This is an optimization exercise on Yosys and OpenROAD, whose aim is small area, a short achievable clock period and few clock cycles, not a production implementation.
At most, simulation tests tie the RTL to the original design; equivalence was not proved.
No functional check of the RTL was part of run 2.

## design/flow/config.mk

```make
export PLATFORM = sky130hd
export DESIGN_NAME = asmi_exec
export DESIGN_NICKNAME = asmi_exec
export VERILOG_FILES = /design/flow/design.v
export SDC_FILE = /design/flow/constraint.sdc
export NUM_CORES = 4
export LEC_CHECK = 0
export CAP_MARGIN = 20
export CORE_MARGIN = 2
export CORE_UTILIZATION = 30
export PLACE_DENSITY = 0.5
export SLEW_MARGIN = 20
```

## design/flow/design.v

```verilog
module asmi_exec (
    input  wire        clk,
    input  wire        rst,
    input  wire        policy,        
    input  wire        line_valid,
    output wire        line_ready,
    input  wire        line_eoi,      
    input  wire        line_lbl,      
    input  wire [3:0]  line_err,      
    input  wire [63:0] line_diw,
    output wire        mem_req,
    output wire        mem_we,
    output wire [9:0]  mem_addr,
    output wire [31:0] mem_wdata,
    input  wire [31:0] mem_rdata,
    output wire        print_valid,
    output wire [3:0]  print_idx,
    output wire [31:0] print_val,
    output wire        err_valid,
    output wire [3:0]  err_code,
    output wire [32:0] err_detail,
    output wire        lbl_valid,
    output wire [9:0]  lbl_addr,
    output reg         done,
    output reg  [1:0]  outcome
);
    localparam OP_MOV   = 5'h01, OP_ADD = 5'h02, OP_SUB = 5'h03, OP_ADC = 5'h04,
               OP_SBC   = 5'h05, OP_LSL = 5'h06, OP_LSR = 5'h07, OP_ASR = 5'h08,
               OP_ROR   = 5'h09, OP_RRX = 5'h0A, OP_MUL = 5'h0B, OP_AND = 5'h0C,
               OP_ORR   = 5'h0D, OP_EOR = 5'h0E, OP_BIC = 5'h0F, OP_LDR = 5'h10,
               OP_STR   = 5'h11, OP_PRINT = 5'h12, OP_LABEL = 5'h1E, OP_EXIT = 5'h1F;
    localparam E_BOUNDS_ADDRESS = 4'h8, E_BOUNDS_LABEL = 4'h9,
               E_UNKNOWN_OPCODE = 4'hB, E_ILLEGAL_DIW  = 4'hF;
    integer i;
    genvar  g;
    reg        batch;
    reg        carry;
    reg [10:0] nla;                   
    reg        rst_r;                 
    reg        d_v;
    reg        d_eoi, d_lbl, d_rsvdz;
    reg [3:0]  d_err, d_rd, d_rn, d_rm;
    reg [4:0]  d_opc;
    reg [2:0]  d_mode;
    reg [31:0] d_imm;
    reg        e_v;
    reg [3:0]  e_rd;
    reg [31:0] opA, opB, opC;
    reg        e_pre_ok;              
    reg [3:0]  e_fcode;               
    reg        e_eoi, e_lbld, e_ldr, e_str, e_print, e_labd, e_exit, e_wop;
    reg        e_negoff, e_mul, e_ph2;
    reg        e_sadd, e_ssh, e_sand, e_sorr, e_seor, e_sbic, e_smov;
    reg        e_inv, e_cin1, e_cinc, e_setc;
    reg        e_shl, e_ror, e_asr;
    reg        ld1_v, ld2_v, buf_v;
    reg [3:0]  ld1_rd, ld2_rd, buf_rd;
    reg [31:0] ld_buf;
    reg        r_print_v, r_err_v, r_lbl_v, r_mreq, r_mwe;
    reg [3:0]  r_pidx, r_ecode;
    reg [31:0] r_data;                
    reg [32:0] r_det;                 
    reg        rdy_r;                 
    reg        stall_r;               
    reg        conflict_r;            
    reg [9:0]  r_maddr, r_laddr;
    assign print_valid = r_print_v;
    assign print_idx   = r_pidx;
    assign print_val   = r_data;
    assign err_valid   = r_err_v;
    assign err_code    = r_ecode;
    assign err_detail  = r_det;
    assign lbl_valid   = r_lbl_v;
    assign lbl_addr    = r_laddr;
    assign mem_req     = r_mreq;
    assign mem_we      = r_mwe;
    assign mem_addr    = r_maddr;
    assign mem_wdata   = r_data;
    wire [31:0] rf_wd;
    wire [3:0]  rf_wa;
    wire        rf_we;
    wire [31:0] rfv [0:15];
    wire [31:0] rf_wdr = rf_wd & {32{!rst_r}};
    generate
        for (g = 0; g < 16; g = g + 1) begin : g_rf
            reg [31:0] r;
            always @(posedge clk)
                if (rst_r || (rf_we && rf_wa == g))
                    r <= rf_wdr;
            assign rfv[g] = r;
        end
    endgenerate
    wire dc_mov   = (d_opc == OP_MOV);
    wire dc_alu   = (d_opc >= OP_ADD) && (d_opc <= OP_BIC) && (d_opc != OP_RRX);
    wire dc_rrx   = (d_opc == OP_RRX);
    wire dc_ldr   = (d_opc == OP_LDR);
    wire dc_str   = (d_opc == OP_STR);
    wire dc_mem   = dc_ldr || dc_str;
    wire dc_print = (d_opc == OP_PRINT);
    wire dc_label = (d_opc == OP_LABEL);
    wire dc_exit  = (d_opc == OP_EXIT);
    wire imm_z = (d_imm == 32'd0);
    wire rm_z  = (d_rm == 4'd0);
    wire rn_z  = (d_rn == 4'd0);
    wire rd_z  = (d_rd == 4'd0);
    wire value_mode_ok = (d_mode == 3'b000) ? imm_z
                       : (d_mode == 3'b001) ? rm_z
                       : 1'b0;
    wire addr_mode_ok  = (d_mode == 3'b100) ? imm_z
                       : (d_mode == 3'b101) ? 1'b1
                       : (d_mode == 3'b110) ? rn_z
                       : (d_mode == 3'b111) ? rn_z
                       : 1'b0;
    wire bare_ok       = (d_mode == 3'b000) && rm_z && imm_z;
    reg legal;
    always @(*) begin
        legal = 1'b0;
        if (d_rsvdz) begin
            if (dc_mov)
                legal = rn_z && value_mode_ok;
            else if (dc_alu)
                legal = value_mode_ok;
            else if (dc_rrx)
                legal = bare_ok;
            else if (dc_mem)
                legal = rm_z && addr_mode_ok;
            else if (dc_print)
                legal = rn_z && bare_ok;
            else if (dc_label)
                legal = !d_lbl && rd_z && rn_z && rm_z &&
                        ((d_mode == 3'b000 && imm_z) || d_mode == 3'b001);
            else if (dc_exit)
                legal = !d_lbl && rd_z && rn_z && bare_ok;
        end
    end
    wire d_pre_ok = !d_eoi && (d_err == 4'd0) && legal;
    wire [3:0] d_fcode = (d_err != 4'd0) ? d_err : E_ILLEGAL_DIW;
    wire d_zeroA  = dc_mem && d_mode[1];                  
    wire d_bimm   = (d_mode == 3'b001) || dc_mem;         
    wire uses_rn  = dc_alu || dc_rrx || (dc_mem && !d_mode[1]);
    wire uses_rd  = dc_str || dc_print;
    wire uses_rm  = (dc_mov || dc_alu) && (d_mode == 3'b000);
    wire uses_pb  = uses_rd || uses_rm;
    wire [3:0] pb = uses_rd ? d_rd : d_rm;
    wire        lblb    = e_lbld && nla[10];
    wire        ok_nb   = e_v && e_pre_ok && !lblb;
    wire        e_mem   = e_ldr || e_str;
    wire        mul_ph1 = e_v && e_mul && !e_ph2;
    wire        wants_wr = ok_nb && e_wop && !mul_ph1;
    wire        e_hold  = mul_ph1 || conflict_r;
    wire [31:0] bx  = opB ^ {32{e_inv}};
    wire        cin = e_cin1 || (e_cinc && carry);
    wire [33:0] sum0 = {1'b0, opA, 1'b1} + {1'b0, bx, cin};
    wire [32:0] sum  = sum0[33:1];
    wire        cout = sum[32];
    wire        ea_hinz = |sum[31:10];
    wire        oob     = e_negoff ? (cout && ea_hinz) : (cout || ea_hinz);
    wire        ea_keep = !e_negoff || cout;              
    wire        ea32    = !e_negoff && cout;
    wire commit  = ok_nb && !(e_mem && oob) && !e_hold;
    wire e_wr    = ok_nb && e_wop && !e_hold;              
    wire fault   = e_v && !e_eoi && !e_hold && !(ok_nb && !(e_mem && oob));
    wire bounds  = e_pre_ok && !lblb;                     
    wire [3:0] fcode = !e_pre_ok ? e_fcode : lblb ? E_BOUNDS_LABEL : E_BOUNDS_ADDRESS;
    wire finish_ok = e_v && !e_hold && (e_eoi || (commit && e_exit));
    wire [4:0]  sh   = opB[4:0];
    wire [31:0] x1   = e_shl ? {opA[0], opA[31:1]} : opA;
    wire [4:0]  rr   = e_shl ? ~sh : sh;
    wire [31:0] rt0  = rr[0] ? {x1[0],     x1[31:1]}   : x1;
    wire [31:0] rt1  = rr[1] ? {rt0[1:0],  rt0[31:2]}  : rt0;
    wire [31:0] rt2  = rr[2] ? {rt1[3:0],  rt1[31:4]}  : rt1;
    wire [31:0] rt3  = rr[3] ? {rt2[7:0],  rt2[31:8]}  : rt2;
    wire [31:0] rt4  = rr[4] ? {rt3[15:0], rt3[31:16]} : rt3;
    reg  [31:0] mrt;                                      
    always @(*)
        for (i = 0; i < 32; i = i + 1)
            mrt[i] = (sh <= (31 - i));
    reg  [31:0] mlt;                                      
    always @(*)
        for (i = 0; i < 32; i = i + 1)
            mlt[i] = mrt[31 - i];
    wire [31:0] keep = e_ror ? 32'hFFFFFFFF : e_shl ? mlt : mrt;
    wire        fill = e_asr && opA[31];
    wire [31:0] shres = (rt4 & keep) | ({32{fill}} & ~keep);
    wire [31:0] e_res = ({32{e_sadd}} & sum[31:0])
                      | ({32{e_ssh}}  & shres)
                      | ({32{e_sand}} & (opA & opB))
                      | ({32{e_sorr}} & (opA | opB))
                      | ({32{e_seor}} & (opA ^ opB))
                      | ({32{e_sbic}} & (opA & ~opB))
                      | ({32{e_smov}} & opB);
    wire [31:0] pp [0:15];
    wire [15:0] bneg;
    generate
        for (g = 0; g < 16; g = g + 1) begin : g_booth
            wire b2 = opB[2*g+1];
            wire b1 = opB[2*g];
            wire b0 = (g == 0) ? 1'b0 : opB[2*g-1];
            wire one = b1 ^ b0;
            wire two = (b2 & ~b1 & ~b0) | (~b2 & b1 & b0);
            wire [31:0] m = ({32{one}} & opA) | ({32{two}} & {opA[30:0], 1'b0});
            wire [31:0] mn = m ^ {32{b2}};
            assign bneg[g] = b2;
            if (g == 0)
                assign pp[g] = mn;
            else if (g < 15)
                assign pp[g] = {mn[31-2*g:0], 1'b0, bneg[g-1], {(2*g-2){1'b0}}};
            else
                assign pp[g] = {mn[1] ^ (mn[0] & bneg[g]), mn[0] ^ bneg[g], 1'b0, bneg[g-1], 28'd0};
        end
    endgenerate
    wire [31:0] t1 [0:11];
    wire [31:0] t2 [0:7];
    wire [31:0] t3 [0:5];
    wire [31:0] t4 [0:3];
    wire [31:0] t5 [0:2];
    wire [31:0] mS, mC;
    generate
        for (g = 0; g < 5; g = g + 1) begin : g_l1
            assign t1[2*g]   = pp[3*g] ^ pp[3*g+1] ^ pp[3*g+2];
            assign t1[2*g+1] = ((pp[3*g] & pp[3*g+1]) | (pp[3*g] & pp[3*g+2]) |
                                (pp[3*g+1] & pp[3*g+2])) << 1;
        end
        assign t1[10] = pp[15];
        assign t1[11] = 32'd0;
        for (g = 0; g < 4; g = g + 1) begin : g_l2
            assign t2[2*g]   = t1[3*g] ^ t1[3*g+1] ^ t1[3*g+2];
            assign t2[2*g+1] = ((t1[3*g] & t1[3*g+1]) | (t1[3*g] & t1[3*g+2]) |
                                (t1[3*g+1] & t1[3*g+2])) << 1;
        end
        for (g = 0; g < 2; g = g + 1) begin : g_l3
            assign t3[2*g]   = t2[3*g] ^ t2[3*g+1] ^ t2[3*g+2];
            assign t3[2*g+1] = ((t2[3*g] & t2[3*g+1]) | (t2[3*g] & t2[3*g+2]) |
                                (t2[3*g+1] & t2[3*g+2])) << 1;
        end
        assign t3[4] = t2[6];
        assign t3[5] = t2[7];
        for (g = 0; g < 2; g = g + 1) begin : g_l4
            assign t4[2*g]   = t3[3*g] ^ t3[3*g+1] ^ t3[3*g+2];
            assign t4[2*g+1] = ((t3[3*g] & t3[3*g+1]) | (t3[3*g] & t3[3*g+2]) |
                                (t3[3*g+1] & t3[3*g+2])) << 1;
        end
        assign t5[0] = t4[0] ^ t4[1] ^ t4[2];
        assign t5[1] = ((t4[0] & t4[1]) | (t4[0] & t4[2]) | (t4[1] & t4[2])) << 1;
        assign t5[2] = t4[3];
        assign mS = t5[0] ^ t5[1] ^ t5[2];
        assign mC = ((t5[0] & t5[1]) | (t5[0] & t5[2]) | (t5[1] & t5[2])) << 1;
    endgenerate
    wire hA_e  = e_wr  && (e_rd  == d_rn);
    wire hA_1  = ld1_v && (ld1_rd == d_rn);
    wire hA_2  = ld2_v && (ld2_rd == d_rn);
    wire hA_b  = buf_v && (buf_rd == d_rn);
    wire hB_e  = e_wr  && (e_rd  == pb);
    wire hB_1  = ld1_v && (ld1_rd == pb);
    wire hB_2  = ld2_v && (ld2_rd == pb);
    wire hB_b  = buf_v && (buf_rd == pb);
    wire [31:0] portA = hA_2 ? mem_rdata : hA_b ? ld_buf : rfv[d_rn];
    wire [31:0] portB = hB_2 ? mem_rdata : hB_b ? ld_buf : rfv[pb];
    wire hA_0  = e_v && e_ldr && (e_rd == d_rn);            
    wire hB_0  = e_v && e_ldr && (e_rd == pb);
    wire [31:0] nA = (hA_e && !d_zeroA) ? e_res : d_zeroA ? 32'd0 : portA;
    wire [31:0] nB = (hB_e && !d_bimm && !dc_rrx) ? e_res
                   : dc_rrx ? 32'd1 : d_bimm ? d_imm : portB;
    wire [31:0] nC = (hB_e && !dc_label) ? e_res : dc_label ? d_imm : portB;
    wire d_move = d_v && !stall_r;
    assign line_ready = rdy_r;
    wire       n_dv   = rdy_r ? line_valid : (d_v && !d_move);
    wire [4:0] n_opc  = rdy_r ? line_diw[63:59] : d_opc;
    wire [3:0] n_rd   = rdy_r ? line_diw[58:55] : d_rd;
    wire [3:0] n_rn   = rdy_r ? line_diw[54:51] : d_rn;
    wire [2:0] n_mode = rdy_r ? line_diw[50:48] : d_mode;
    wire [3:0] n_rm   = rdy_r ? line_diw[35:32] : d_rm;
    wire n_alu     = (n_opc >= OP_ADD) && (n_opc <= OP_BIC) && (n_opc != OP_RRX);
    wire n_mem     = (n_opc == OP_LDR) || (n_opc == OP_STR);
    wire n_uses_rn = n_alu || (n_opc == OP_RRX) || (n_mem && !n_mode[1]);
    wire n_uses_rd = (n_opc == OP_STR) || (n_opc == OP_PRINT);
    wire n_uses_rm = (n_alu || n_opc == OP_MOV) && (n_mode == 3'b000);
    wire [3:0] n_pb = n_uses_rd ? n_rd : n_rm;
    wire       n_ev   = e_hold ? e_v : d_move;
    wire       n_eldr = e_hold ? e_ldr : dc_ldr;
    wire       n_emul = e_hold ? e_mul : (d_opc == OP_MUL);
    wire       n_ewop = e_hold ? e_wop : (dc_mov || dc_alu || dc_rrx);
    wire [3:0] n_erd  = e_hold ? e_rd : d_rd;
    wire       n_eph2 = mul_ph1 || (conflict_r && e_ph2);
    wire       n_mph1 = n_ev && n_emul && !n_eph2;
    wire       n_ld1  = e_v && e_ldr && !e_hold;
    wire       n_ld2  = ld1_v;
    wire       n_buf  = ld2_v || (buf_v && !drain);
    wire       n_conf = n_ld2 && n_buf && n_ev && n_ewop && !n_mph1;
    wire n_hz = (n_uses_rn && ((n_ev && n_eldr && n_erd == n_rn) || (n_ld1 && e_rd == n_rn))) ||
                ((n_uses_rd || n_uses_rm) &&
                 ((n_ev && n_eldr && n_erd == n_pb) || (n_ld1 && e_rd == n_pb)));
    wire n_stall = n_hz || n_mph1 || n_conf;
    wire n_done  = done || (e_v && !e_hold && (e_eoi || e_exit ||
                            (batch && (!e_pre_ok || lblb || e_mem))));
    wire drain = buf_v && !e_wr;
    assign rf_we = e_wr || drain;
    assign rf_wa = e_wr ? e_rd : buf_rd;
    assign rf_wd = e_wr ? e_res : ld_buf;
    wire ld2_live = ld2_v && !(e_wr && e_rd == ld2_rd);
    always @(posedge clk) begin
        rst_r <= rst;
        if (line_ready) begin
            d_eoi   <= line_eoi;
            d_lbl   <= line_lbl;
            d_err   <= line_err;
            d_opc   <= line_diw[63:59];
            d_rd    <= line_diw[58:55];
            d_rn    <= line_diw[54:51];
            d_mode  <= line_diw[50:48];
            d_rsvdz <= (line_diw[47:36] == 12'd0);
            d_rm    <= line_diw[35:32];
            d_imm   <= line_diw[31:0];
        end
        if (mul_ph1) begin
            opA   <= mS;
            opB   <= mC;
            e_ph2 <= 1'b1;
        end else if (!conflict_r) begin
            e_ph2 <= 1'b0;
            if (d_move) begin
                e_rd     <= d_rd;
                opA      <= nA;
                opB      <= nB;
                opC      <= nC;
                e_pre_ok <= d_pre_ok;
                e_fcode  <= d_fcode;
                e_eoi    <= d_eoi;
                e_lbld   <= d_lbl || dc_label;
                e_ldr    <= dc_ldr;
                e_str    <= dc_str;
                e_print  <= dc_print;
                e_labd   <= dc_label && (d_mode == 3'b001);
                e_exit   <= dc_exit;
                e_wop    <= dc_mov || dc_alu || dc_rrx;
                e_negoff <= (d_mode == 3'b101) && d_imm[31];
                e_mul    <= (d_opc == OP_MUL);
                e_sadd   <= (d_opc >= OP_ADD && d_opc <= OP_SBC) || d_opc == OP_MUL || dc_mem;
                e_ssh    <= (d_opc >= OP_LSL && d_opc <= OP_RRX);
                e_sand   <= (d_opc == OP_AND);
                e_sorr   <= (d_opc == OP_ORR);
                e_seor   <= (d_opc == OP_EOR);
                e_sbic   <= (d_opc == OP_BIC);
                e_smov   <= dc_mov;
                e_inv    <= (d_opc == OP_SUB) || (d_opc == OP_SBC);
                e_cin1   <= (d_opc == OP_SUB);
                e_cinc   <= (d_opc == OP_ADC) || (d_opc == OP_SBC);
                e_setc   <= (d_opc == OP_ADC) || (d_opc == OP_SBC);
                e_shl    <= (d_opc == OP_LSL);
                e_ror    <= (d_opc == OP_ROR);
                e_asr    <= (d_opc == OP_ASR);
            end
        end
        r_print_v <= commit && e_print;
        r_lbl_v   <= commit && e_lbld;
        r_err_v   <= fault;
        r_mreq    <= commit && (e_mem || e_labd);
        r_mwe     <= e_str || e_labd;
        r_maddr   <= e_labd ? nla[9:0] : sum[9:0] & {10{ea_keep}};
        r_laddr   <= nla[9:0];
        r_pidx    <= e_rd;
        r_ecode   <= fcode;
        r_data    <= opC;
        r_det     <= bounds ? {ea32, sum[31:0] & {32{ea_keep}}} : 33'd0;
        if (commit && e_lbld)
            nla <= nla + 11'd1;
        if (commit && e_setc)
            carry <= cout;
        ld1_v  <= commit && e_ldr;
        ld1_rd <= e_rd;
        ld2_v  <= ld1_v && !(e_wr && e_rd == ld1_rd);
        ld2_rd <= ld1_rd;
        if (ld2_live) begin
            ld_buf <= mem_rdata;
            buf_rd <= ld2_rd;
            buf_v  <= 1'b1;
        end else if (drain || (e_wr && e_rd == buf_rd))
            buf_v  <= 1'b0;
        if (!e_hold)
            e_v <= d_move;
        stall_r    <= n_stall;
        conflict_r <= n_conf;
        rdy_r      <= !n_done && (!n_dv || !n_stall);
        if (line_ready)
            d_v <= line_valid;
        else if (d_move)
            d_v <= 1'b0;
        if (finish_ok) begin
            done    <= 1'b1;
            outcome <= 2'd1;
        end else if (fault && batch) begin
            done    <= 1'b1;
            outcome <= (fcode == E_UNKNOWN_OPCODE) ? 2'd2 : 2'd3;
        end
        if (finish_ok || (fault && batch)) begin
            d_v <= 1'b0;
            e_v <= 1'b0;
        end
        if (rst) begin
            batch     <= policy;
            carry     <= 1'b0;
            nla       <= 11'd0;
            done      <= 1'b0;
            outcome   <= 2'd0;
            d_v       <= 1'b0;
            e_v       <= 1'b0;
            e_ph2     <= 1'b0;
            stall_r   <= 1'b0;
            conflict_r <= 1'b0;
            rdy_r     <= 1'b1;
            ld1_v     <= 1'b0;
            ld2_v     <= 1'b0;
            buf_v     <= 1'b0;
            r_print_v <= 1'b0;
            r_err_v   <= 1'b0;
            r_lbl_v   <= 1'b0;
            r_mreq    <= 1'b0;
        end
    end
endmodule
```

## design/flow/run.sh

```bash
#!/bin/bash
# synth_recipe.tcl (not shown) runs the flow's synth.tcl, then flattens the netlist and writes it again
# the make line also repeats each setting of config.mk as NAME=value (left out here)
make -C /OpenROAD-flow-scripts/flow DESIGN_CONFIG=/design/flow/config.mk WORK_HOME=/design/flow/orfs CLKGATE_MAP_FILE= SYNTH_SCRIPT=/design/flow/synth_recipe.tcl finish
```

## design/flow/constraint.sdc

```tcl
create_clock -name core_clock -period 14.0 [get_ports {clk}]
set_input_delay 2.8000 -clock core_clock [delete_from_list [all_inputs] [get_ports {clk}]]
set_output_delay 2.8000 -clock core_clock [all_outputs]
set_load 0.01 [all_outputs]
```

==> qor.yml, run 1 <==
worst-setup-path-type: "reg2reg"
layout_common_cells: "715 x edfxtp_1, 496 x nor2_1, 467 x a21oi_1"
drc_errors: 0
slew_headroom_pct: 16.9
async_reset_ff_share_pct: 0
crit_fanout: 25
nets: 6516
outcome: "no timing/DRC/antenna violations"
grt_max_degree: 74
place_area_um2: 65500
cts_setup_buffers: 0
cts_made_buffers: 96
overflow: 0
grtUsageMet1_pct: 32.5
worst_pin_slew_ns: 1.25
slowest_delay_ns: 0.90
crit_chain: "inv_1 > nor2_1 > a221oi_1 > o21ai_0 > fa_1 > fa_1 > fa_1 > fa_1 > inv_1 > fa_1 > xor2_1 > xnor2_1 > xnor2_1 > xnor2_1 > xnor2_1 > xnor2_1 > xnor2_1 > xnor2_1 > xnor2_1 > xnor2_1 > a21oi_1"
die_y_um: 452
drv_cap: 0
r2r_start: "opB[10]"
ys_seq_area_share_pct: 40.6
drtPass1Iterations: 9
wirelength_mm: 276
hp-start: "opC[17]"
dp.cells: 8553
met3_usage_pct: 5.53
cts_sinks: 863
routedWlPerCell_um: 31.6
dp_hpwl_mm: 183
cts_root_buffer: "clkbuf_16"
fin_crit_sh_pct: 50.4
cp.arrival_ns: 7.56
synthFlopType: "edfxtp_1"
grt_use_met2_pct: 41.5
drtIter0Drc: 7133
syn2layout_area_growth_pct: 14.3
fin_area_um2: 68800
io_buffers: 239
cts_max_path_buffers: 3
clk_latency_ns: 0.77
synth_seq_cells: 863
antenna_found_initial: 12
max_freq_ghz: 0.142
clk_transition_reported_paths_ns: 0.08
reg2reg_depth: 21
cts_tree: "built"
num_vias: 53200
drive_gt1_share_pct: 9.83
setup_violations: 0
holdCritPathClass: "reg2reg"
r2r-end: "opA[31]"
num_io_pins: 240
cts_hold_buffers: 0
grt_pass1_wl_mm: 388
cts_resized: 0
num_rows: 164
htreeDepth: 3
vias_per_cell: 6.08
rsz0062_at_grt: "false"
syn_inst: 6036
core-area_um2: 200000
first_global_vias: 51100
setup.worst_path.start: "opB[10]"
required_ns: 14.49
synth_area_um2: 60200
synth_cell_type_count: 105
setup_tns_ns: 0
final_common_cell: "edfxtp_1"
drtAntennaViolNets: 0
hold_viol: 0
crit_path_frequent_cell: "xnor2_1"
post-route-min-period_ns: 7.06
synth_edf_count: 715
yosysWarnings: 1
r2r_setup_slack_ns: 6.94
die_w_um: 452
final-max-slew-violation-count: 0
hold_depth: 0
instances_no_fill: 8745
skew_ns: 0.0622
start_util_pct: 30.1
worstHoldEndpoint: "r_data[17]"
grt_usage_pct: 26.2
cpMaxStageDelayCell: "edfxtp_1"
cp-end-kind: "flip-flop"
syn-num-nets: 6555
start_kind: "flip-flop"
gp_congestion: 0.977
die_area_um2: 204000
globalRoute.busiestLayer: "met2"
syn_area_per_cell_um2: 9.97
## Yosys cell counts (15+ instances only)
library cell  number  area share, %
edfxtp_1         715             36
nor2_1           511            3.2
a21oi_1          468            3.9
a22oi_1          451            5.6
clkbuf_1         433            2.7
nand2_1          338            2.1
inv_1            296            1.8
ha_1             216            4.5
o21ai_0          209            1.7
fa_1             197            6.6
a221oi_1         189            2.7
xnor2_1          187            2.7
a211oi_1         153            1.9
dfxtp_1          148            4.9
mux2i_1          125            2.1
nand4_1          101            1.0
o22ai_1           91           0.95
xor2_1            91            1.3
a22o_1            86            1.3
nand3_1           81           0.67
buf_1             77           0.48
o221ai_1          68           0.99
mux2_2            57            1.1
nor3_1            50           0.42
buf_4             44           0.55
nand2b_1          40           0.42
o21a_1            37           0.46
a31oi_1           36           0.37
o211ai_1          35           0.44
and3_1            33           0.34
mux4_2            32            1.2
o31ai_1           32           0.40
a222oi_1          31           0.52
buf_2             29           0.24
a21o_1            28           0.35
nor2b_1           25           0.26
nor4_1            23           0.24
and2_1            18           0.19
o21ai_1           15           0.12
## per-layer routing
layer  share of wire [%]  vias up
met3                 9.5      821
met5               0.011        -
met4                 7.1        6
li1                    -    22700
met1                  38    26300
met2                  45     3295
## registers in the layout (all words and copies together), names as in the netlist, 3 cells and up
name     cells
r_det       33
d_opc        5
nla         11
opA         32
d_rm         4
g_rf.r     512
e_fcode      4
e_rd         4
r_data      32
opC         32
d_rd         4
ld2_rd       4
d_rn         4
ld_buf      32
d_mode       3
d_err        4
r_maddr     10
r_laddr     10
buf_rd       4
ld1_rd       4
d_imm       32
r_ecode      4
opB         32
## per-stage QoR
stage | hold slack (ns) | utilization (%) | worst slack [ns]
floorplan | 0.323 | - | 7.78
global placement | 0.328 | 32.8 | 6.90
detailed placement | 0.330 | 32.8 | 6.97
CTS | 0.345 | 34.4 | 6.94
global route | 0.357 | 34.5 | 6.49
finish | 0.339 | 34.5 | 6.94
## how the worst max path moves through the flow
stage,end,cells after the start
6_report,opA[31],21
3_3_place_gp,opA[31],22
2_1_floorplan,opA[31],25
4_1_cts,opA[31],22
5_1_grt,opA[31],21
3_5_place_dp,opA[31],22
## kinds of logic after synthesis
kind of cell               count (synthesis)  share of synthesized area [%]
AOI/OAI and AO/OA                       2046                           23.6
and+or+nand+nor                         1295                           9.86
buffers and inverters                    911                           6.20
DFF                                      863                           40.6
adders and majority gates                418                           11.1
xor gates and xnor gates                 280                           4.10
muxes                                    223                           4.53
## area by class of cell
type | instances | area, um2
antenna | 14 | 35.0
multi-input combinational | 4262 | 32600
clock inverter | 39 | 425
tap | 2656 | 3320
sequential | 863 | 24400
timing repair buffer | 461 | 4060
clock buffer | 137 | 2760
fill | 20000 | 131000
inverter | 313 | 1170
## worst max-delay path, delay by kind of cell (launching register included)
| kind | cells | cell delay [ns] |
|---|---|---|
| AO/OA/AOI/OAI | 3 | 0.60 |
| XOR/XNOR | 10 | 1.63 |
| adder cells (fa/ha/maj) | 5 | 2.37 |
| buffers and inverters | 2 | 0.52 |
| flip-flops | 1 | 0.90 |
| AND/OR/NAND/NOR | 1 | 0.74 |
Testbench counts, summed over its fixed seeds: cycles 10,925.
==> run 2: changes to the inputs <==
--- a/design/flow/design.v
+++ b/design/flow/design.v
@@ -58,17 +58,14 @@
     reg [31:0] ld_buf;
     reg        r_print_v, r_err_v, r_lbl_v, r_mreq, r_mwe;
-    reg [3:0]  r_pidx, r_ecode;
+    reg [3:0]  r_code;                
     reg [31:0] r_data;                
-    reg [32:0] r_det;                 
-    reg        rdy_r;                 
-    reg        stall_r;               
-    reg        conflict_r;            
+    reg        r_det32;
     reg [9:0]  r_maddr, r_laddr;
     assign print_valid = r_print_v;
-    assign print_idx   = r_pidx;
+    assign print_idx   = r_code;
     assign print_val   = r_data;
     assign err_valid   = r_err_v;
-    assign err_code    = r_ecode;
-    assign err_detail  = r_det;
+    assign err_code    = r_code;
+    assign err_detail  = {r_det32, r_data};
     assign lbl_valid   = r_lbl_v;
     assign lbl_addr    = r_laddr;
@@ -148,9 +145,9 @@
     wire        mul_ph1 = e_v && e_mul && !e_ph2;
     wire        wants_wr = ok_nb && e_wop && !mul_ph1;
-    wire        e_hold  = mul_ph1 || conflict_r;
+    wire        conflict = ld2_v && buf_v && wants_wr;
+    wire        e_hold  = mul_ph1 || conflict;
     wire [31:0] bx  = opB ^ {32{e_inv}};
     wire        cin = e_cin1 || (e_cinc && carry);
-    wire [33:0] sum0 = {1'b0, opA, 1'b1} + {1'b0, bx, cin};
-    wire [32:0] sum  = sum0[33:1];
+    wire [32:0] sum = {1'b0, opA} + {1'b0, bx} + {32'd0, cin};
     wire        cout = sum[32];
     wire        ea_hinz = |sum[31:10];
@@ -190,6 +187,5 @@
                       | ({32{e_sbic}} & (opA & ~opB))
                       | ({32{e_smov}} & opB);
-    wire [31:0] pp [0:15];
-    wire [15:0] bneg;
+    wire [31:0] pp [0:16];
     generate
         for (g = 0; g < 16; g = g + 1) begin : g_booth
@@ -201,13 +197,14 @@
             wire [31:0] m = ({32{one}} & opA) | ({32{two}} & {opA[30:0], 1'b0});
             wire [31:0] mn = m ^ {32{b2}};
-            assign bneg[g] = b2;
-            if (g == 0)
-                assign pp[g] = mn;
-            else if (g < 15)
-                assign pp[g] = {mn[31-2*g:0], 1'b0, bneg[g-1], {(2*g-2){1'b0}}};
-            else
-                assign pp[g] = {mn[1] ^ (mn[0] & bneg[g]), mn[0] ^ bneg[g], 1'b0, bneg[g-1], 28'd0};
+            assign pp[g] = mn << (2*g);
         end
     endgenerate
+    reg [31:0] negs;
+    always @(*) begin
+        negs = 32'd0;
+        for (i = 0; i < 16; i = i + 1)
+            negs[2*i] = opB[2*i+1];
+    end
+    assign pp[16] = negs;
     wire [31:0] t1 [0:11];
     wire [31:0] t2 [0:7];
@@ -223,5 +220,5 @@
         end
         assign t1[10] = pp[15];
-        assign t1[11] = 32'd0;
+        assign t1[11] = pp[16];
         for (g = 0; g < 4; g = g + 1) begin : g_l2
             assign t2[2*g]   = t1[3*g] ^ t1[3*g+1] ^ t1[3*g+2];
@@ -259,39 +256,12 @@
     wire hA_0  = e_v && e_ldr && (e_rd == d_rn);            
     wire hB_0  = e_v && e_ldr && (e_rd == pb);
+    wire d_hazard = (uses_rn && (hA_0 || (!hA_e && hA_1))) ||
+                    (uses_pb && (hB_0 || (!hB_e && hB_1)));
     wire [31:0] nA = (hA_e && !d_zeroA) ? e_res : d_zeroA ? 32'd0 : portA;
     wire [31:0] nB = (hB_e && !d_bimm && !dc_rrx) ? e_res
                    : dc_rrx ? 32'd1 : d_bimm ? d_imm : portB;
     wire [31:0] nC = (hB_e && !dc_label) ? e_res : dc_label ? d_imm : portB;
-    wire d_move = d_v && !stall_r;
-    assign line_ready = rdy_r;
-    wire       n_dv   = rdy_r ? line_valid : (d_v && !d_move);
-    wire [4:0] n_opc  = rdy_r ? line_diw[63:59] : d_opc;
-    wire [3:0] n_rd   = rdy_r ? line_diw[58:55] : d_rd;
-    wire [3:0] n_rn   = rdy_r ? line_diw[54:51] : d_rn;
-    wire [2:0] n_mode = rdy_r ? line_diw[50:48] : d_mode;
-    wire [3:0] n_rm   = rdy_r ? line_diw[35:32] : d_rm;
-    wire n_alu     = (n_opc >= OP_ADD) && (n_opc <= OP_BIC) && (n_opc != OP_RRX);
-    wire n_mem     = (n_opc == OP_LDR) || (n_opc == OP_STR);
-    wire n_uses_rn = n_alu || (n_opc == OP_RRX) || (n_mem && !n_mode[1]);
-    wire n_uses_rd = (n_opc == OP_STR) || (n_opc == OP_PRINT);
-    wire n_uses_rm = (n_alu || n_opc == OP_MOV) && (n_mode == 3'b000);
-    wire [3:0] n_pb = n_uses_rd ? n_rd : n_rm;
-    wire       n_ev   = e_hold ? e_v : d_move;
-    wire       n_eldr = e_hold ? e_ldr : dc_ldr;
-    wire       n_emul = e_hold ? e_mul : (d_opc == OP_MUL);
-    wire       n_ewop = e_hold ? e_wop : (dc_mov || dc_alu || dc_rrx);
-    wire [3:0] n_erd  = e_hold ? e_rd : d_rd;
-    wire       n_eph2 = mul_ph1 || (conflict_r && e_ph2);
-    wire       n_mph1 = n_ev && n_emul && !n_eph2;
-    wire       n_ld1  = e_v && e_ldr && !e_hold;
-    wire       n_ld2  = ld1_v;
-    wire       n_buf  = ld2_v || (buf_v && !drain);
-    wire       n_conf = n_ld2 && n_buf && n_ev && n_ewop && !n_mph1;
-    wire n_hz = (n_uses_rn && ((n_ev && n_eldr && n_erd == n_rn) || (n_ld1 && e_rd == n_rn))) ||
-                ((n_uses_rd || n_uses_rm) &&
-                 ((n_ev && n_eldr && n_erd == n_pb) || (n_ld1 && e_rd == n_pb)));
-    wire n_stall = n_hz || n_mph1 || n_conf;
-    wire n_done  = done || (e_v && !e_hold && (e_eoi || e_exit ||
-                            (batch && (!e_pre_ok || lblb || e_mem))));
+    wire d_move = d_v && !d_hazard && !e_hold;
+    assign line_ready = !done && (!d_v || d_move);
     wire drain = buf_v && !e_wr;
     assign rf_we = e_wr || drain;
@@ -317,5 +287,5 @@
             opB   <= mC;
             e_ph2 <= 1'b1;
-        end else if (!conflict_r) begin
+        end else if (!(e_v && conflict)) begin
             e_ph2 <= 1'b0;
             if (d_move) begin
@@ -359,8 +329,7 @@
         r_maddr   <= e_labd ? nla[9:0] : sum[9:0] & {10{ea_keep}};
         r_laddr   <= nla[9:0];
-        r_pidx    <= e_rd;
-        r_ecode   <= fcode;
-        r_data    <= opC;
-        r_det     <= bounds ? {ea32, sum[31:0] & {32{ea_keep}}} : 33'd0;
+        r_code    <= fault ? fcode : e_rd;
+        r_data    <= !fault ? opC : bounds ? (sum[31:0] & {32{ea_keep}}) : 32'd0;
+        r_det32   <= fault && bounds && ea32;
         if (commit && e_lbld)
             nla <= nla + 11'd1;
@@ -379,7 +348,4 @@
         if (!e_hold)
             e_v <= d_move;
-        stall_r    <= n_stall;
-        conflict_r <= n_conf;
-        rdy_r      <= !n_done && (!n_dv || !n_stall);
         if (line_ready)
             d_v <= line_valid;
@@ -406,7 +372,4 @@
             e_v       <= 1'b0;
             e_ph2     <= 1'b0;
-            stall_r   <= 1'b0;
-            conflict_r <= 1'b0;
-            rdy_r     <= 1'b1;
             ld1_v     <= 1'b0;
             ld2_v     <= 1'b0;
==> qor.yml, run 2 <==
max_freq_ghz: 0.132
drtPass1Iterations: 10
synth_top_area_cell: "edfxtp_1"
holdCritPathClass: "reg2reg"
synthMuxAreaShare_pct: 5.24
whs_ns: 0.436
vias_per_cell: 6.23
cp.arrival_ns: 4.77
nets: 6430
cts_resized: 0
synth_simple_gate_area_share_pct: 8.67
grt_pass1_wl_mm: 391
largest_reg_flops: 512
dp_hpwl_mm: 185
cts_sinks: 828
outcome: "no timing/DRC/antenna violations"
layout_common_cells: "735 x edfxtp_1, 514 x a21oi_1, 457 x a22oi_1"
synth_edf_count: 735
yosysWarnings: 1
first_global_vias: 50800
syn_inst: 5999
async_reset_ff_share_pct: 0
hold_viol: 0
antenna_found_initial: 18
cts_setup_buffers: 0
grt_max_degree: 72
overflow: 0
final-max-slew-violation-count: 0
synth_seq_cells: 828
grt_usage_pct: 26.5
synth_top_area_share_pct: 36.9
die_area_um2: 203000
die_y_um: 451
drc_errors: 0
worst-setup-path-type: "reg2out"
drv_cap: 0
synth_area_um2: 59800
cp-end-kind: "primary output"
drive_gt1_share_pct: 10.1
syn-num-nets: 6516
fin_crit_sh_pct: 54.1
ys_seq_area_share_pct: 40.0
worstHoldEndpoint: "ld2_rd[0]"
skew_ns: 0.0349
clk_transition_reported_paths_ns: 0.07
syn2layout_area_growth_pct: 13.6
core-area_um2: 198000
cts_tree: "built"
io_buffers: 239
synth_cell_type_count: 101
clk_latency_ns: 0.72
synthFlopType: "edfxtp_1"
hp-start: "ld1_rd[0]"
worst_pin_slew_ns: 1.33
netlist_top_cells_count: "735 x edfxtp_1, 515 x a21oi_1, 457 x a22oi_1"
synth_top_family_by_area: "compound AO/OA/AOI/OAI gates"
setup_tns_ns: 0
htreeDepth: 3
regMostFlops: "g_rf.r"
synth_compound_gate_area_share_pct: 24.5
setup_violations: 0
synth.most_common_cell: "edfxtp_1"
gp_congestion: 0.960
r2r-end: "opA[31]"
slew_headroom_pct: 10.3
drtAntennaViolNets: 0
start_util_pct: 30.2
wirelength_mm: 280
cts_made_buffers: 88
cts_root_buffer: "clkbuf_16"
rsz0062_at_grt: "false"
final_common_cell: "edfxtp_1"
routedWlPerCell_um: 32.4
start_kind: "flip-flop"
syn_area_per_cell_um2: 9.97
cts_hold_buffers: 0
die_w_um: 451
num_vias: 53800
num_io_pins: 240
required_ns: 11.20
cts_max_path_buffers: 3
hold_depth: 0
synth.top_cells.by_area: "edfxtp_1 37%, fa_1 6.7%, a22oi_1 5.7%, ha_1 4.4%, a21oi_1 4.3%"
drtIter0Drc: 8304
post-route-min-period_ns: 7.57
synth_adder_area_share_pct: 11.1
num_rows: 163
r2r_setup_slack_ns: 7.33
reg2reg_depth: 20
synth_xor_area_share_pct: 3.92
crit_fanout: 33
r2r_start: "opB[3]"
## run 2: changes by cell type in the layout (fill, tap and decap cells not counted), moves of 32 or more
cell,delta
nor2_1,-180
a211oi_1,-47
a21oi_1,+47
o22ai_1,+32
nand2_1,+81
dfxtp_1,-53
a221oi_1,-53
o211ai_1,+50
o21ai_0,+55
## run 2: worst max path at each step
stage,slack (ns),to,startpoint
6_report,6.43,line_ready,d_opc[1]
3_5_place_dp,7.04,line_ready,d_opc[4]
5_1_grt,6.05,line_ready,d_opc[1]
3_3_place_gp,7.03,line_ready,d_opc[4]
2_1_floorplan,4.78,line_ready,d_opc[2]
4_1_cts,6.25,line_ready,d_opc[4]
## run 2: worst max-delay path, cell delays in order (launching register included)
cell	delay [ns]
edfxtp_1	0.79
xor2_2	0.66
nand3_1	0.23
and3_1	0.22
nor4b_1	0.44
nand3_1	0.13
buf_4	0.30
a32oi_1	0.37
o21a_4	0.17
nor2b_1	0.08
nor2_4	0.10
clkdlybuf4s50_1	0.55
## run 2: cell families (layout without fill, tap and decap cells)
logic type	after synthesis	count (layout)
AO/OA/AOI/OAI	2152	2152
XOR/XNOR	265	265
adder cells (fa/ha/maj)	412	412
buffers and inverters	946	930
flip-flops	828	828
multiplexers	257	257
other	0	7
AND/OR/NAND/NOR	1139	1139
## run 2: layer usage
layer  global-route usage [%]  wire [um]  vias to the layer above
li1                         -          -                    22500
met2                     41.2     125000                     3664
met3                     5.71      29900                      774
met1                     34.9     109000                    26900
met5                    0.284         92                        -
met4                     12.8      15700                        4
## run 2: area by class of cell
cell class,instances,area (um2)
diodes,7,17.5
clock buffers,109,2340
clock inverters,51,504
fillers,19900,130000
inverters,301,1130
multi-input cells,4225,32600
flip-flops and latches,828,23900
well taps,2640,3300
repair buffers,469,4120
## run 2: stage by stage
stage	setup WS [ns]	util [%]	cells	instance area [um2]
floorplan	4.78	-	5999	59800
global placement	7.03	32.9	8462	65000
detailed placement	7.04	32.9	8462	65100
CTS	6.25	34.3	8622	67900
global route	6.05	34.3	8626	67900
finish	6.43	34.3	8630	68000

==> afterwards: timing with drivers on the ports <==
The results above use ideal ports. As a check the final layouts listed here were re-extracted and re-timed, cells and wires unchanged.
Step 1 assumes that a clkbuf_16 drives the clock port and a buf_2 every other input.
Step 2 times the ports against the registers' clock, not the clock port: input delays grow and output delays shrink by t, the midpoint of the rising clock arrivals with the driver on.
Slacks: ideal ports / drivers / drivers and shift; pairs: ideal ports / drivers.
run	t, ns	setup WS [ns]	hold slack, ns	worst slew at a driven data input, ns	pins driven straight from the clock port
run 1	0.825	6.938 / 6.938 / 6.938	0.339 / 0.339 / 0.339	0.23	1
run 2	0.787	6.432 / 6.348 / 7.135	0.436 / 0.436 / 0.436	0.23	1
After both steps every run listed still meets setup and hold.
